This is an optimization exercise on Yosys and OpenROAD, whose aim is small area, not a production implementation. No activity file was given, so power comes from the tool's default toggle rates.

==> flow/design.v (excerpt) <==
module m1h4_core (
    input              clk,
    input              rst,           
    input      [13:0]  ibound,        
    output     [12:0]  imem_addr,
    input      [111:0] imem_rdata,
    output     [12:0]  dmem_raddr,
    input      [31:0]  dmem_rdata,
    output             dmem_we,
    output     [12:0]  dmem_waddr,
    output     [31:0]  dmem_wdata,
    output             out_valid,
    output     [7:0]   out_byte,
    input              in_valid,
    input      [7:0]   in_byte,
    output             in_ready,
    output             stopped,
    output     [1:0]   cause,
    input      [3:0]   dbg_idx,
    output     [31:0]  dbg_data
);
    localparam [2:0] K_NONE = 3'd0, K_REG = 3'd1, K_ADDR = 3'd2, K_CHAR = 3'd4;
    localparam [3:0] S_CLEAR = 4'd0,  S_FETCH = 4'd1,  S_IWAIT = 4'd2,  S_DEC  = 4'd3,
                     S_A1    = 4'd4,  S_A2    = 4'd5,  S_X0    = 4'd6,  S_X1   = 4'd7,
                     S_X2    = 4'd8,  S_X2B   = 4'd9,  S_X3    = 4'd10, S_PC   = 4'd11,
                     S_HALT  = 4'd15;
    reg  [31:0] ring [0:15];
    reg  [3:0]  phase;
    reg  [3:0]  state;
    reg  [12:0] T;
    reg  [12:0] F;
    reg         flag;
    reg         stopped_q;
    reg  [1:0]  cause_q;
    wire [3:0]  op = imem_rdata[111:108];
    wire [2:0]  k0 = imem_rdata[107:105];
    wire [2:0]  k1 = imem_rdata[104:102];
    wire [2:0]  k2 = imem_rdata[101:99];
    wire [31:0] v0 = imem_rdata[95:64];
    wire [31:0] v1 = imem_rdata[63:32];
    wire [31:0] v2 = imem_rdata[31:0];
    wire o_jump  = (op == 4'd1);
    wire o_cond  = (op == 4'd2);
    wire o_move  = (op == 4'd3);
    wire o_add   = (op == 4'd4);
    wire o_sub   = (op == 4'd5);
  ...
Size: about 1900 cells after synthesis, about 0.020 mm² of cells after synthesis.
==> flow/config.mk <==
export PLATFORM = sky130hd
export DESIGN_NAME = m1h4_core
export DESIGN_NICKNAME = m1h4_core
export VERILOG_FILES = /design/flow/design.v
export SDC_FILE = /design/flow/constraint.sdc
export NUM_CORES = 4
export LEC_CHECK = 0
export CAP_MARGIN = 20
export CORE_MARGIN = 2
export CORE_UTILIZATION = 60
export GPL_TIMING_DRIVEN = 0
export SLEW_MARGIN = 20
==> flow/constraint.sdc <==
create_clock -name core_clock -period 12.0 [get_ports {clk}]
set_input_delay 2.4000 -clock core_clock [delete_from_list [all_inputs] [get_ports {clk}]]
set_output_delay 2.4000 -clock core_clock [all_outputs]
set_load 0.01 [all_outputs]
standard.sh (not shown) runs the stock make flow with config.mk's settings and CLKGATE_MAP_FILE= SYNTH_SCRIPT=/design/flow/synth_recipe.tcl, a recipe that flattens the netlist after the stock synthesis.
==> flow/flow/run.sh <==
#!/bin/bash
# Own flow: the standard synthesis (standard.sh synth), then the combinational
# logic of that netlist re-mapped for area with ABC (deepsyn, then a check by cec) (every register instance is kept
# as it is: same name, same cell), then the standard layout (standard.sh) with
# smaller port buffers and a clock tree of smaller clock buffers.
# Each tool's output goes to a log file of its own in this folder.
set -euo pipefail
W=$PWD
RES=$W/orfs/results/sky130hd/m1h4_core/base
LIB=$FLOW_HOME/platforms/sky130hd/lib/sky130_fd_sc_hd__tt_025C_1v80.lib

export BUFFER_PORTS_ARGS="-buffer_cell sky130_fd_sc_hd__buf_1"
export CTS_ARGS="-sink_clustering_enable -repair_clock_nets -dont_use_dummy_load -buf_list {sky130_fd_sc_hd__clkbuf_8} -sink_clustering_size 16 -sink_clustering_max_diameter 60"

# 1. standard synthesis
bash standard.sh synth > log_1_standard_synth.log 2>&1
cp "$RES/1_2_yosys.v" "$W/standard_1_2_yosys.v"

# 2. area re-mapping of the combinational logic
DU=""
for c in $(grep -o "sky130_fd_sc_hd__lpflow[a-z0-9_]*" "$FLOW_HOME/platforms/sky130hd/config.mk" | sort -u); do
  DU="$DU -dont_use $c"
done
SEQ=$(grep -oE "sky130_fd_sc_hd__[a-z]*df[a-z]*_[0-9]+" "$W/standard_1_2_yosys.v" | sort -u | tr '\n' ' ')
# models of the combinational cells, for the re-mapping to flatten them into gates
yosys -p "read_liberty -ignore_miss_func $LIB; delete $SEQ; write_verilog -noattr $W/comb_cells.v" > log_2_cells.log 2>&1
cat > "$W/resyn.ys" <<EOT
read_liberty -lib $LIB
read_verilog $W/standard_1_2_yosys.v
hierarchy -top $FLOW_TOP
techmap -map $W/comb_cells.v
techmap
opt -fast
abc -showtmp -liberty $LIB $DU -script +strash;&get,-n;&deepsyn,-T,60;&put;&get,-n;&dch,-f;&nf,-R,1000;&put;cec
opt_clean -purge
hilomap -singleton -hicell sky130_fd_sc_hd__conb_1 HI -locell sky130_fd_sc_hd__conb_1 LO
insbuf -buf sky130_fd_sc_hd__buf_4 A X
opt_clean -purge
stat -liberty $LIB
check -assert -mapped
write_verilog -noattr -nohex -nodec $W/resyn_1_2_yosys.v
EOT
yosys -s "$W/resyn.ys" > log_2_resyn.log 2>&1

# keep the re-mapped netlist only if ABC proved it equivalent to the standard one and it
# has exactly the standard registers
reglist() { grep -oE "^ *sky130_fd_sc_hd__[a-z]*df[a-z]*_[0-9]+ +[^ ]+" "$1" | awk '{print $1, $2}' | sort; }
if grep -q "Networks are equivalent" log_2_resyn.log && \
   [[ "$(reglist "$W/standard_1_2_yosys.v")" == "$(reglist "$W/resyn_1_2_yosys.v")" ]]; then
  cp "$W/resyn_1_2_yosys.v" "$RES/1_2_yosys.v"
  rm -f "$RES/1_synth.odb"
  echo "using the re-mapped netlist" > log_2_choice.log
else
  echo "not proved equivalent or register lists differ; using the standard netlist" > log_2_choice.log
fi

# 3. standard layout
bash standard.sh > log_3_layout.log 2>&1
The first run produced a layout that fails on setup timing.
Then changed:
--- a/flow/design.v
+++ b/flow/design.v
@@ -88,16 +88,14 @@
                    (o_cond & (k0 == K_ADDR)) | ((o_move | o_addsub) & (k1 == K_ADDR));
     wire need_c2 = (o_move & (k0 == K_ADDR)) | (o_addsub & (k2 == K_ADDR));
     wire wr_reg  = (o_move & (k0 == K_REG)) | o_addsub | o_read | o_load | o_pop;
     wire [3:0] dst  = v0[3:0];
     wire a_is_d   = (k1 == K_REG) & (v1[3:0] == dst);
     wire b_is_d   = (k2 == K_REG) & (v2[3:0] == dst);
-    wire one_step_d = (o_add & (a_is_d | b_is_d)) | (o_sub & b_is_d);
-    wire neg_step_d = o_sub & a_is_d & !b_is_d;  
-    wire s2_first_d = !(one_step_d & !(o_add & a_is_d));    
-    reg  one_step, neg_step, s2_first;           
+    wire one_step = (o_add & (a_is_d | b_is_d)) | (o_sub & b_is_d);
+    wire neg_step = o_sub & a_is_d & !b_is_d;    
     reg  [1:0] sl;                          
     reg        s_r, s_v, s_m, s_t, s_in;    
     reg        q_d, q_1, q_inv, c_in;       
     reg        t_en, wen, chk;
     wire [2:0]  ksl = (sl == 2'd0) ? k0 : (sl == 2'd1) ? k1 : k2;
     wire [31:0] vsl = (sl == 2'd0) ? v0 : (sl == 2'd1) ? v1 : v2;
@@ -105,13 +103,13 @@
         begin
             if (ksl == K_REG)       s_r = 1'b1;
             else if (ksl == K_ADDR) s_m = 1'b1;
             else                    s_v = 1'b1;
         end
     endtask
-    wire [1:0] x1_sl = o_addsub ? (s2_first ? 2'd2 : 2'd1) :
+    wire [1:0] x1_sl = o_addsub ? ((one_step & !(o_add & a_is_d)) ? 2'd1 : 2'd2) :
                        (o_cond | o_write | o_push) ? 2'd0 : 2'd1;
     wire [1:0] c1_sl = (o_jump | o_cond | o_store) ? 2'd0 : 2'd1;
     always @(*) begin
         sl = x1_sl; s_r = 1'b0; s_v = 1'b0; s_m = 1'b0; s_t = 1'b0; s_in = 1'b0;
         q_d = 1'b0; q_1 = 1'b0; q_inv = 1'b0; c_in = 1'b0;
         t_en = 1'b0; wen = 1'b0; chk = 1'b0;
@@ -176,17 +174,15 @@
     wire [3:0]  rpos = stopped_q ? (dbg_idx - phase) : rsel;
     wire [31:0] R    = ring[rpos];
     wire [31:0] S = ({32{s_r}} & R) | ({32{s_v}} & vsl) | ({32{s_m}} & dmem_rdata) |
                     {19'd0, {13{s_t}} & T} | {24'd0, {8{s_in}} & in_byte};
     wire [31:0] Q = (({32{q_d}} & ring[0]) | {31'd0, q_1}) ^ {32{q_inv}};
     wire [31:0] W = S + Q + {31'd0, c_in};
-    wire        pop_chk = o_pop & (state == S_A1);
-    wire [14:0] ib_p   = {1'b0, ibound} + {14'd0, pop_chk};
-    wire        lt_ib  = (S[31:14] == 18'd0) && ({1'b0, S[13:0]} < ib_p);
-    wire        lt_cap = (S[31:13] == 19'd0) || (pop_chk && S == 32'd8192);
-    wire        dvalid = !lt_ib && lt_cap;
+    wire lt_ib  = (W[31:14] == 18'd0) && (W[13:0] < ibound);
+    wire lt_cap = (W[31:13] == 19'd0);
+    wire dvalid = !lt_ib && lt_cap;
     integer i;
     always @(posedge clk) begin
         for (i = 0; i < 15; i = i + 1)
             ring[i] <= ring[i + 1];
         ring[15] <= wen ? W : ring[0];
     end
@@ -194,19 +190,13 @@
         if (rst) phase <= 4'd0;
         else     phase <= phase + 4'd1;
     end
     always @(posedge clk)
         if (t_en) T <= W[12:0];
     always @(posedge clk)
-        if (state == S_FETCH) F <= S[12:0];
-    always @(posedge clk)
-        if (state == S_DEC) begin
-            one_step <= one_step_d;
-            neg_step <= neg_step_d;
-            s2_first <= s2_first_d;
-        end
+        if (state == S_FETCH) F <= W[12:0];
     always @(posedge clk)
         if (state == S_X1) flag <= (S != 32'd0);
     reg  [3:0] state_n;
     reg        stop_n;
     reg  [1:0] cause_n;
     always @(*) begin
Effect: The new run ran to the end with violations: setup timing; wire length drops by about 2.5%; die area falls by 1.7%; via count goes down by 2.7%; power drops by about 14%; setup slack is worse by 130 ps; sequential cell count falls by 3; global-route usage is lower by 0.92 points; core utilization rose by 2.5 points; sequential power shrinks by 8.9%; final cell count is lower by about 3.4%; synthesized area decreases by 1.7%; clock power went down by about 2.8%; cell area grows by 0.71%; fmax shrinks by about 0.8%.
No functional check of the RTL was part of any run of this note.

port drivers added, routing unchanged:
No port has a modelled driver above. Below, the same layouts with a new extraction and two added sets of constraints.
Step 1 sets driving cells, clkbuf_16 on the clock port and buf_2 on the other inputs (assumed; they add their load-dependent delay and slew).
Step 2 adds t to the input delays and takes it off the output delays; t is the mean of the earliest and latest rising clock arrival at the registers after step 1. Input paths then give back, and output paths get back, about the clock's delay inside the block.
Slacks: no drivers / after step 1 / after step 2; pairs: no drivers / after step 1.
run | shift t [ns] | setup WS [ns] | worst setup path after step 2 | pins driven straight from the clock port
the first run | 0.647 | -3.042 / -3.039 / -3.686 | input to register | 1
the second run | 0.625 | -3.170 / -3.164 / -3.789 | input to register | 1
For the first run, which loses most, drivers alone change the setup slack by +0.003 ns; drivers and shift together by -0.644 ns.
